Background: an optimization exercise with open tools, aiming at small area. Do not read the settings as production practice. The RTL was checked by simulation tests, not by an equivalence proof against the original design.

==> flow/run.sh <==
#!/bin/bash
# synth_recipe.tcl (not shown) runs the flow's synth.tcl, then flattens the netlist and writes it again
# the make line also repeats each setting of config.mk as NAME=value (left out here)
make -C /OpenROAD-flow-scripts/flow DESIGN_CONFIG=/design/flow/config.mk WORK_HOME=/design/flow/orfs CLKGATE_MAP_FILE= SYNTH_SCRIPT=/design/flow/synth_recipe.tcl finish
==> flow/config.mk <==
export PLATFORM = sky130hd
export DESIGN_NAME = sbus_core
export DESIGN_NICKNAME = sbus_core
export VERILOG_FILES = /design/flow/design.v
export SDC_FILE = /design/flow/constraint.sdc
export NUM_CORES = 4
export LEC_CHECK = 0
export CAP_MARGIN = 20
export CORE_MARGIN = 2
export CORE_UTILIZATION = 20
export PLACE_DENSITY = 0.3
export SLEW_MARGIN = 20
==> flow/constraint.sdc <==
create_clock -name core_clock -period 40.0 [get_ports {clk}]
set_input_delay 8.0000 -clock core_clock [delete_from_list [all_inputs] [get_ports {clk}]]
set_output_delay 8.0000 -clock core_clock [all_outputs]
set_load 0.01 [all_outputs]
==> flow/design.v <==
module sbus_decoder (
    input  wire         clk,
    input  wire         rst,
    input  wire         in_valid,
    input  wire [7:0]   in_data,
    output reg          commit,        
    output reg  [175:0] payload,       
    output reg  [7:0]   status         
);
    localparam AWAITING_START = 1'b0;
    localparam FILLING        = 1'b1;
    reg         dstate;
    reg  [4:0]  idx;
    reg  [7:0]  buf_q [0:24];
    reg  [7:0]  full  [0:24];    
    reg  [7:0]  nbuf  [0:24];    
    reg  [4:0]  nidx;
    reg         ndstate;
    reg         valid;
    reg         found;
    reg  [4:0]  pos;
    reg  [199:0] full_v;         
    reg  [199:0] tail_v;         
    integer     p;
    always @* begin
        for (p = 0; p < 25; p = p + 1) begin
            full[p] = buf_q[p];
            nbuf[p] = buf_q[p];
        end
        full[idx] = in_data;
        valid = (full[0] == 8'h0F) && (full[24] == 8'h00);
        found = 1'b0;
        pos   = 5'd0;
        for (p = 24; p >= 1; p = p - 1) begin
            if (full[p] == 8'h0F) begin
                found = 1'b1;
                pos   = p[4:0];
            end
        end
        for (p = 0; p < 25; p = p + 1)
            full_v[8*p +: 8] = full[p];
        tail_v = full_v >> (8 * pos);
        for (p = 0; p < 22; p = p + 1)
            payload[8*p +: 8] = full[p + 1];
        status = full[23];
        commit  = 1'b0;
        nidx    = idx;
        ndstate = dstate;
        if (in_valid) begin
            if (dstate == AWAITING_START) begin
                if (in_data == 8'h0F) begin                  
                    nbuf[0] = 8'h0F;
                    nidx    = 5'd1;
                    ndstate = FILLING;
                end                                          
            end else if (idx <= 5'd23) begin                 
                nbuf[idx] = in_data;
                nidx      = idx + 5'd1;
            end else begin
                nbuf[24] = in_data;
                if (valid) begin                             
                    commit  = 1'b1;
                    nidx    = 5'd0;
                    ndstate = AWAITING_START;
                end else if (found) begin                    
                    for (p = 0; p < 24; p = p + 1)
                        nbuf[p] = tail_v[8*p +: 8];
                    nidx    = 5'd25 - pos;
                    ndstate = FILLING;
                end else begin                               
                    nidx    = 5'd0;
                    ndstate = AWAITING_START;
                end
            end
        end
        if (rst)
            commit = 1'b0;
    end
    always @(posedge clk) begin
        if (rst) begin
            dstate <= AWAITING_START;
            idx    <= 5'd0;
        end else begin
            dstate <= ndstate;
            idx    <= nidx;
        end
    end
    always @(posedge clk) begin
        if (!rst)
            for (p = 0; p < 25; p = p + 1)
                buf_q[p] <= nbuf[p];
    end
endmodule
module sbus_store (
    input  wire         clk,
    input  wire         rst,
    input  wire         commit,
    input  wire [175:0] payload,
    input  wire [7:0]   status,
    input  wire [4:0]   rd_idx,
    output wire [10:0]  rd_data,
    output wire         failsafe_o,
    output wire [31:0]  lost_count_o
);
    reg  [10:0] ch [1:18];
    reg         failsafe;
    reg  [31:0] lost_count;
    integer     k;
    always @(posedge clk) begin
        if (rst) begin
            for (k = 1; k <= 18; k = k + 1)
                ch[k] <= 11'd0;
            failsafe   <= 1'b0;
            lost_count <= 32'd0;
        end else if (commit) begin
            for (k = 0; k < 16; k = k + 1)
                ch[k + 1] <= payload[11*k +: 11];
            ch[17]   <= status[0] ? 11'd2047 : 11'd0;
            ch[18]   <= status[1] ? 11'd2047 : 11'd0;
            failsafe <= status[3];
            if (status[2])
                lost_count <= lost_count + 32'd1;
        end
    end
    assign rd_data      = (rd_idx >= 5'd1 && rd_idx <= 5'd18) ? ch[rd_idx] : 11'd0;
    assign failsafe_o   = failsafe;
    assign lost_count_o = lost_count;
endmodule
module sbus_scaler (
    input  wire [10:0] raw,
    output reg  [7:0]  axis
);
    reg [10:0] c;
    reg [18:0] n;
    reg [7:0]  q;
    reg [10:0] r;
    reg [8:0]  t;    
    always @* begin
        if (raw < 11'd172)
            c = 11'd172;
        else if (raw > 11'd1811)
            c = 11'd1811;
        else
            c = raw;
        n = (c - 11'd172) * 19'd255;
        q = n / 19'd1639;
        r = n % 19'd1639;
        if (q >= 8'd128)
            t = {1'b0, q} - 9'd128;
        else
            t = {1'b0, q} - 9'd128 + (r != 11'd0 ? 9'd1 : 9'd0);
        if (t == 9'h180)             
            axis = 8'h81;            
        else
            axis = t[7:0];
    end
endmodule
module sbus_wake_arbiter (
    input  wire clk,
    input  wire rst,
    input  wire commit,
    input  wire tick,
    input  wire p_wait,
    output reg  wake_out,
    output reg  wake_cause      
);
    localparam [6:0] TIMEOUT_TICKS = 7'd100;
    reg       wake, waiting;
    reg [6:0] ticks_left;
    reg       nwake, nwaiting;
    reg [6:0] nticks;
    task resolve;
        begin
            if (nwaiting && nwake) begin
                nwake      = 1'b0;
                nwaiting   = 1'b0;
                nticks     = 7'd0;
                wake_out   = 1'b1;
                wake_cause = 1'b0;
            end else if (nwaiting && nticks == 7'd0) begin
                nwaiting   = 1'b0;
                wake_out   = 1'b1;
                wake_cause = 1'b1;
            end
        end
    endtask
    always @* begin
        nwake      = wake;
        nwaiting   = waiting;
        nticks     = ticks_left;
        wake_out   = 1'b0;
        wake_cause = 1'b0;
        if (commit)
            nwake = 1'b1;
        resolve;
        if (tick) begin
            if (nwaiting && nticks != 7'd0)
                nticks = nticks - 7'd1;
            resolve;
        end
        if (p_wait) begin
            nwaiting = 1'b1;
            nticks   = TIMEOUT_TICKS;
            resolve;
        end
        if (rst) begin
            wake_out   = 1'b0;
            wake_cause = 1'b0;
        end
    end
    always @(posedge clk) begin
        if (rst) begin
            wake       <= 1'b0;
            waiting    <= 1'b0;
            ticks_left <= 7'd0;
        end else begin
            wake       <= nwake;
            waiting    <= nwaiting;
            ticks_left <= nticks;
        end
    end
endmodule
module sbus_core (
    input  wire        clk,
    input  wire        rst,
    input  wire        in_valid,
    input  wire [7:0]  in_data,
    output wire        frame_complete,
    input  wire [4:0]  rd_idx,
    output wire [10:0] rd_data,
    output wire        failsafe_o,
    output wire [31:0] lost_count_o,
    input  wire [10:0] scale_in,
    output wire [7:0]  scale_out,
    input  wire        tick,
    input  wire        p_wait,
    output wire        wake_out,
    output wire        wake_cause
);
    wire         commit;
    wire [175:0] payload;
    wire [7:0]   status;
    sbus_decoder u_decoder (
        .clk      (clk),
        .rst      (rst),
        .in_valid (in_valid),
        .in_data  (in_data),
        .commit   (commit),
        .payload  (payload),
        .status   (status)
    );
    sbus_store u_store (
        .clk          (clk),
        .rst          (rst),
        .commit       (commit),
        .payload      (payload),
        .status       (status),
        .rd_idx       (rd_idx),
        .rd_data      (rd_data),
        .failsafe_o   (failsafe_o),
        .lost_count_o (lost_count_o)
    );
    sbus_scaler u_scaler (
        .raw  (scale_in),
        .axis (scale_out)
    );
    sbus_wake_arbiter u_arbiter (
        .clk        (clk),
        .rst        (rst),
        .commit     (commit),
        .tick       (tick),
        .p_wait     (p_wait),
        .wake_out   (wake_out),
        .wake_cause (wake_cause)
    );
    assign frame_complete = commit;
endmodule
==> run summary <==
* GR Layer Usage met3 at 0.01763
* Setup Buffers After CTS at 0
* Final Hold Viols at 0
* Vias at 34670
* Data arrival time of the worst path at ~28000 ps
* Clock root buffer: clkbuf_16
* Initial antenna violation count at 12
* Clk latency of the worst-skew pair at ~700 ps
* Crit Path Max Fanout at 19
* Crit path required time at 32000 ps
* Clock sink count at roughly 430
* YS warnings at 19
* Cell taking the most area after synthesis: mux2i_1
* Global-route wire length before repair at 269000 um
* Port bufs at 83
* FFs w/ async S/R, synth at 0
* Row cnt at 154
* Class of the worst hold path: flop to flop
* Core Footprint at around 180000 um2
* Fmax achieved at 27.72 MHz
* Unrepaired setup endpoints after global routing: no
* I/O pins at 84
* Resized Gates After CTS at 0
* Number of distinct library cells after synthesis at 120
* Critical path's slowest cell: o41ai_4
* Cts bufs inserted at 56
* Vias per cell at 5.126
* Post-synth EDFFs at 200
* Layout cells sized above 1 at 0.09982
* Final Max Tran Viols at 0
* Simple-gate portion of the synthesized area at 0.1784
* Reg clk slew, reported paths at 60 ps
* DR iter-0 viols at 3119
* Pre-Repair DR Iteration Count at 6
* Mean post-synth cell area at 8.252 um2
* WS Path Type: primary input to primary output
* Layout area overhead at 18.19%
* Yosys reg bits at 426
* Setup TNS at 0 ps
* Slew HR at 0.1848
* Slowest stage delay, CP at 930 ps
* DRC violations left at 0
* FILL cells at 19570
* Final HPWL DP at 140800 um
* Avg WL per Cell at 28.57 um
* Initial Util at 0.2018
* Syn Inst Count at about 4300
* Synth top area share at 0.1717
* Non-Filler Instances at 6763
* Cells after DPL at 6652
* Top post-synthesis cells by area: mux2i_1 (17%), edfxtp_1 (17%), dfxtp_1 (13%)
* Post-synthesis mux area share at 0.1755
* Number of max-cap violations at 0
* Crit start category: primary input
* Combinational family with the most area after synthesis: compound AO/OA/AOI/OAI gates
* Busiest grt layer: met2
* Vias in the first global route at 33260
* Largest net degree at the start of global routing at between 150 and 200
* Gpl congestion at approximately 0.85
* Die height at between 400 and 500 um
* Period utilisation layout at 0.9019
* Register area share after synthesis at 0.2957
* Post-synthesis adder-cell area fraction at 0.04178
* Final #Nets at 4486
* Status: timing/DRC/antenna clean
* Met1 track demand over resource at 0.2876
* CTS tree: done
* Synth Area in Compound Gates at 0.2257
* Final ANT Viol Nets at 0
* Skew final at 67.93 ps
* Met2 Use GR at 0.3409
* H-tree depth at 2
* Top FF cell, synth: dfxtp_1
* Hold Buf Count CTS at 0
* Worst Tran Pin Value at 1189 ps
* Cell Area, Synth at 35610 um2
* Die W at 426.0 um
* Total gr overflow at 0
* CP Capture Type: primary output
* XOR/XNOR Fraction of Synth Area at 0.03535
* Die area at 181400 um2
* Tot GR Track Use at 0.2068
* Final setup fails at 0
* Drt total wl at 193200 um
* Final min period at roughly 36000 ps
* CTS Buffer Depth at 3
-- routing by layer --
metal  part of all wire  wire, um
met1               0.47     90300
met4              0.029      5626
met2               0.46     89710
met5           0.000062        12
met3              0.039      7580
-- cells in the final DEF, fill, tap and decap left out, types with 14 or more instances in the layout --
master,n
and3_1,39
ha_1,50
or3_1,15
nor3_1,59
o221ai_1,27
or4bb_1,24
inv_1,93
clkbuf_16,58
a21oi_1,282
a22o_1,23
o21ai_0,252
nor4bb_1,15
edfxtp_1,200
a221oi_1,39
fa_1,37
clkdlybuf4s50_1,82
a211oi_1,212
o211ai_1,19
a22oi_1,29
clkinv_2,19
o22ai_1,74
xor2_1,62
nand2_1,520
dfxtp_1,226
buf_4,234
a311oi_1,14
xnor2_1,78
and2_1,22
a31oi_1,26
nand4_1,26
mux2i_1,597
nor2_1,480
nand3_1,77
a21o_1,29
nand2b_1,21
mux2i_2,16
o31ai_1,16
-- state kept, by name, indices dropped and copies added, names as in the netlist --
| signal | flops |
|---|---|
| u_decoder.buf_q | 200 |
| u_store.ch | 178 |
| u_decoder.idx | 5 |
| u_store.failsafe | 1 |
| u_decoder.dstate | 1 |
| u_arbiter.waiting | 1 |
| u_arbiter.wake | 1 |
| u_store.lost_count | 32 |
| u_arbiter.ticks_left | 7 |
-- stage by stage --
stage / hold WS, ps / utilization / setup slack [ps] / cell area, um2
global route: 521.0 / 0.2384 / 2361 / 42070
finish: 498.5 / 0.2385 / 3922 / 42090
global placement: 492.3 / 0.2270 / 4122 / 40070
CTS: 499.8 / 0.2384 / 3897 / 42070
detailed placement: 490.7 / 0.2273 / 3928 / 40110
floorplan: 475.1 / - / 9098 / 35630
-- Yosys cell counts (all sizes together), types with 24 or more instances --
| cell | instances |
|---|---|
| ha | 50 |
| and3 | 39 |
| a21oi | 285 |
| o22ai | 75 |
| dfxtp | 226 |
| xor2 | 63 |
| a22oi | 29 |
| o221ai | 27 |
| nor3 | 62 |
| inv | 97 |
| o21ai | 268 |
| nand3 | 77 |
| a21o | 30 |
| a211oi | 218 |
| a31oi | 26 |
| a221oi | 40 |
| clkbuf | 247 |
| xnor2 | 79 |
| buf | 83 |
| edfxtp | 200 |
| nand4 | 26 |
| nor2 | 492 |
| mux2i | 613 |
| nand2 | 521 |
| fa | 37 |
| or4bb | 24 |
-- worst max-delay path: cells and delay by family --
family | cells | cell delay, ps
adder cells (fa/ha/maj) | 8 | 2870
buffers and inverters | 6 | 1760
AND/OR/NAND/NOR | 17 | 4830
AO/OA/AOI/OAI | 24 | 8590
multiplexers | 1 | 320
XOR/XNOR | 6 | 1680
-- cell type report --
class / count / area, um2 / share of cell area
multi-input combinational: 3468 / 23600 / 0.5607
sequential: 426 / 10530 / 0.2502
tap: 2340 / 2928 / 0.06957
timing repair buffer: 321 / 2679 / 0.06365
clock buffer: 73 / 1578 / 0.03749
clock inverter: 33 / 381.6 / 0.009067
inverter: 97 / 379.1 / 0.009008
antenna: 5 / 12.51 / 0.0002973
-- cell families (layout without fill, tap and decap cells) --
| logic type | Yosys count | count (layout) |
|---|---|---|
| other cells | 2 | 13 |
| compound gates | 1199 | 1199 |
| flops | 426 | 426 |
| buf+inv | 427 | 524 |
| simple gates | 1398 | 1398 |
| fa+ha+maj | 99 | 99 |
| xor+xnor | 142 | 142 |
| mux | 622 | 622 |
-- final timing paths --
check / startpoint / to / slack, ps / cells past startpoint
hold / removal: u_store.ch[5][10] / u_store.ch[5][10] / 500 / 2
setup / recovery: scale_in[8] / scale_out[0] / 3920 / 62
setup reg to reg: u_decoder.idx[4] / u_decoder.buf_q[2][5] / 30400 / 28
hold reg to reg: u_store.ch[5][10] / u_store.ch[5][10] / 500 / 2

-- afterwards: timing with drivers on the ports --
No port has a modelled driver above. Below, the same layout with a new extraction and two added sets of constraints. Step 1: set_driving_cell puts a clkbuf_16 on clk and a buf_2 on each other input, an assumption about the parent block. Step 2 adds t to the input delays and takes it off the output delays; t is the mean of the earliest and latest rising clock arrival at the registers after step 1. Input paths then give back, and output paths get back, about the clock's delay inside the block. Slacks: no drivers / after step 1 / after step 2; pairs: no drivers / after step 1.
t (ns): 0.744
slack for setup (ns): 3.922 / 3.901 / 3.901
worst slew at a driven data input, ns: 0.15
After both steps setup and hold are still met in this run. The setup slack of this run moves by -0.021 ns with the drivers and by -0.021 ns with both steps.
